This design comes from an exercise in tuning for small area on the open sky130 flow, not from production work. Function was checked by simulation only, so behaviour that the tests miss may differ from the original. Power figures rest on the tool's default switching activity, not on a simulated workload.

rev 12:
// flash_cfi_ctrl
module flash_cfi_ctrl (
    input  wire        clk,
    input  wire        rst,
    input  wire        start,
    input  wire [1:0]  op,
    input  wire [31:0] arg_first,
    input  wire [31:0] arg_last,
    input  wire [31:0] arg_addr,
    input  wire [31:0] arg_len,
    output wire        idle,
    output reg         done,
    output reg  [3:0]  status,
    output wire [31:0] ret_size,
    output wire [31:0] warn_skipped,
    output wire [31:0] warn_recovered,
    output reg         initialized,
    input  wire        prot_we,
    input  wire [4:0]  prot_idx,
    input  wire        prot_val,
    output reg         ev_valid,
    output reg  [1:0]  ev_kind,
    output wire [31:0] ev_addr,
    output reg  [7:0]  ev_wdata,
    input  wire        ev_ready,
    input  wire [7:0]  fb_rdata,
    input  wire [31:0] time_ms,
    output reg         irq_inhibit,
    output wire [31:0] buf_index,
    input  wire [7:0]  buf_data
);
Size: about 320 flip-flops, roughly 370 I/O pins, ~0.025 sq mm of cells after synthesis.
clock: 20.0 ns
lec_check: 0
cap_margin: 20
core_margin: 2
core_utilization: 70
cts_buf_list: sky130_fd_sc_hd__clkbuf_8
cts_cluster_diameter: 60
cts_cluster_size: 16
gpl_timing_driven: 0
slew_margin: 20
standard.sh (not shown) runs the stock make flow with config.mk's settings and CLKGATE_MAP_FILE= SYNTH_SCRIPT=/design/flow/synth_recipe.tcl, a recipe that flattens the netlist after the stock synthesis.
==> flow/flow/run.sh <==
#!/bin/bash
# The standard layout (standard.sh: the standard flow's synthesis and ORFS flow, unchanged),
# except that:
#  - the port buffers placed by buffer_ports use the smallest buffer cell
#    (sky130_fd_sc_hd__buf_1) instead of the tool's default pick;
#  - the buffers Yosys/ABC left in the netlist are removed at floorplan
#    (REMOVE_ABC_BUFFERS=1), since global placement runs without the
#    timing-driven mode that would otherwise remove them;
#  - constant outputs keep Yosys's shared tie cells (SKIP_REPAIR_TIE_FANOUT=1)
#    instead of one tie cell per port.
set -euo pipefail
export BUFFER_PORTS_ARGS="-buffer_cell sky130_fd_sc_hd__buf_1"
export REMOVE_ABC_BUFFERS=1
export SKIP_REPAIR_TIE_FANOUT=1
bash standard.sh "BUFFER_PORTS_ARGS=-buffer_cell sky130_fd_sc_hd__buf_1" "REMOVE_ABC_BUFFERS=1" "SKIP_REPAIR_TIE_FANOUT=1" finish > standard_flow.log 2>&1
Changes in rev 13 relative to rev 12:
--- a/flow/design.v
+++ b/flow/design.v
@@ -142,20 +142,32 @@
         integer j;
         reg cy;
         begin
             cy = 1'b1;
             for (j = 0; j < 32; j = j + 1) begin
                 rinc[j] = a[j] ^ cy;
                 cy = cy & a[j];
             end
         end
     endfunction
+    function lt27;
+        input [26:0] a;
+        input [26:0] b;
+        integer j;
+        reg l;
+        begin
+            l = 1'b0;
+            for (j = 0; j < 27; j = j + 1)
+                l = (~a[j] & b[j]) | (~(a[j] ^ b[j]) & l);
+            lt27 = l;
+        end
+    endfunction
     function lt8;
         input [7:0] a;
         input [7:0] b;
         integer j;
         reg l;
         begin
             l = 1'b0;
             for (j = 0; j < 8; j = j + 1)
                 l = (~a[j] & b[j]) | (~(a[j] ^ b[j]) & l);
             lt8 = l;
@@ -173,22 +185,21 @@
             end
         end
     endfunction
     wire buf_mode = (strategy == STRAT_BUFFER) & ~vf;
     wire [4:0]  e_sel = opk ? e_erase : (buf_mode ? e_buf : e_word);
     wire [21:0] lut = budget(e_sel);
     wire [26:0] bud = opk ? rl : {5'd0, lut};
     wire [32:0] acc_sum = radd({5'd0, rl}, {10'd0, lut}, 1'b0);
     wire [32:0] el_full = radd(time_ms, ~t0, 1'b1);
     wire [31:0] elapsed = el_full[31:0];
-    wire [32:0] bd_full = radd({5'd0, bud}, {5'd0, ~elapsed[26:0]}, 1'b1);
-    wire timeout = (|elapsed[31:27]) | ~bd_full[27];
+    wire timeout = (|elapsed[31:27]) | lt27(bud, elapsed[26:0]);
     reg [4:0]  rc_cur;
     reg [13:0] rz_cur;
     always @(*) begin
         case (r)
             2'd0: begin rc_cur = rc0; rz_cur = rz0; end
             2'd1: begin rc_cur = rc1; rz_cur = rz1; end
             2'd2: begin rc_cur = rc2; rz_cur = rz2; end
             default: begin rc_cur = rc3; rz_cur = rz3; end
         endcase
     end
Compared with rev 12, in rev 13 final cell count has decreased, starting density of the core has decreased, met3 track demand over resource in global routing has decreased.
Diff rev 13..rev 12 | cell area reported after detailed placement | negligible
Total track usage is lower on rev 13
Diff rev 12..rev 13 | post-route cell area | negligible
The termination of the worst setup path comes out st[0]$_SDFFE_PP0P_ in one run and ev_addr[21] in the other, namely in rev 13 and rev 12 respectively.
[compare] base=rev 12 new=rev 13: switching share of total power shows a reduction of 2.5 points; power decreased 5.2%; utilization higher.

========
RTL: one of the versions met above, not the one the previous note started from.
Size in the first run: roughly 320 flip-flops, ~370 I/O pins, roughly 0.025 mm^2 of cells after synthesis.
==> flow/config.mk <==
export PLATFORM = sky130hd
export DESIGN_NAME = flash_cfi_ctrl
export DESIGN_NICKNAME = flash_cfi_ctrl
export VERILOG_FILES = /design/flow/design.v
export SDC_FILE = /design/flow/constraint.sdc
export NUM_CORES = 4
export LEC_CHECK = 0
export CAP_MARGIN = 20
export CORE_MARGIN = 2
export CORE_UTILIZATION = 55
export CTS_BUF_LIST = sky130_fd_sc_hd__clkbuf_8
export CTS_CLUSTER_DIAMETER = 60
export CTS_CLUSTER_SIZE = 16
export GPL_TIMING_DRIVEN = 0
export SLEW_MARGIN = 20
==> flow/constraint.sdc <==
create_clock -name core_clock -period 20.0 [get_ports {clk}]
set_input_delay 4.0000 -clock core_clock [delete_from_list [all_inputs] [get_ports {clk}]]
set_output_delay 4.0000 -clock core_clock [all_outputs]
set_load 0.01 [all_outputs]
Scripts as last shown in full above: flow/flow/run.sh
Edit:
--- a/flow/design.v
+++ b/flow/design.v
@@ -146,24 +146,12 @@
             for (j = 0; j < 32; j = j + 1) begin
                 rinc[j] = a[j] ^ cy;
                 cy = cy & a[j];
             end
         end
     endfunction
-    function lt27;
-        input [26:0] a;
-        input [26:0] b;
-        integer j;
-        reg l;
-        begin
-            l = 1'b0;
-            for (j = 0; j < 27; j = j + 1)
-                l = (~a[j] & b[j]) | (~(a[j] ^ b[j]) & l);
-            lt27 = l;
-        end
-    endfunction
     function lt8;
         input [7:0] a;
         input [7:0] b;
         integer j;
         reg l;
         begin
@@ -189,13 +177,14 @@
     wire [4:0]  e_sel = opk ? e_erase : (buf_mode ? e_buf : e_word);
     wire [21:0] lut = budget(e_sel);
     wire [26:0] bud = opk ? rl : {5'd0, lut};
     wire [32:0] acc_sum = radd({5'd0, rl}, {10'd0, lut}, 1'b0);
     wire [32:0] el_full = radd(time_ms, ~t0, 1'b1);
     wire [31:0] elapsed = el_full[31:0];
-    wire timeout = (|elapsed[31:27]) | lt27(bud, elapsed[26:0]);
+    wire [32:0] bd_full = radd({5'd0, bud}, {5'd0, ~elapsed[26:0]}, 1'b1);
+    wire timeout = (|elapsed[31:27]) | ~bd_full[27];
     reg [4:0]  rc_cur;
     reg [13:0] rz_cur;
     always @(*) begin
         case (r)
             2'd0: begin rc_cur = rc0; rz_cur = rz0; end
             2'd1: begin rc_cur = rc1; rz_cur = rz1; end
Outcome: The new run finished clean. Core utilization hardly moves. Combinational power rises by about 10%. Worst setup slack improves by 0.71 ns. Global-route usage rises by 1.5 points. Wire length rises by 4.5%. Clock power rises by 10%. Cell area rises by 0.37%. Sequential cell count stays the same. Register-to-register slack improves by 0.05 ns. Count of clock-buffer cells in the layout rises by 5. Fmax rises by 4.3%. Sequential power rises by about 2%.

## what the ideal ports hide
In the flow no input, the clock included, has a driving cell. The finished layouts below were timed again as built, in two steps. Step 1 assumes that a clkbuf_16 drives the clock port and a buf_2 every other input. Step 2 also shifts input and output timing later by t, the mid clock arrival at the registers, as if the neighbouring blocks saw the same clock. Slacks: no drivers / after step 1 / after step 2; pairs: no drivers / after step 1.
| run | t, ns | setup WS [ns] | clock arrival spread, ns | cell pins on the clock port's net |
|---|---|---|---|---|
| rev 12 | 0.748 | 3.447 / 3.392 / 2.788 | 0.060 / 0.060 | 1 |
| rev 13 | 0.728 | 2.882 / 2.918 / 2.190 | 0.030 / 0.030 | 1 |
| the first run of note 2 | 0.718 | 2.807 / 2.842 / 2.123 | 0.037 / 0.037 | 1 |
| the second run of note 2 | 0.680 | 3.520 / 3.555 / 2.874 | 0.043 / 0.043 | 1 |
After both steps every run listed still meets setup and hold. For rev 13, which loses most, drivers alone change the setup slack by +0.036 ns; drivers and shift together by -0.692 ns.
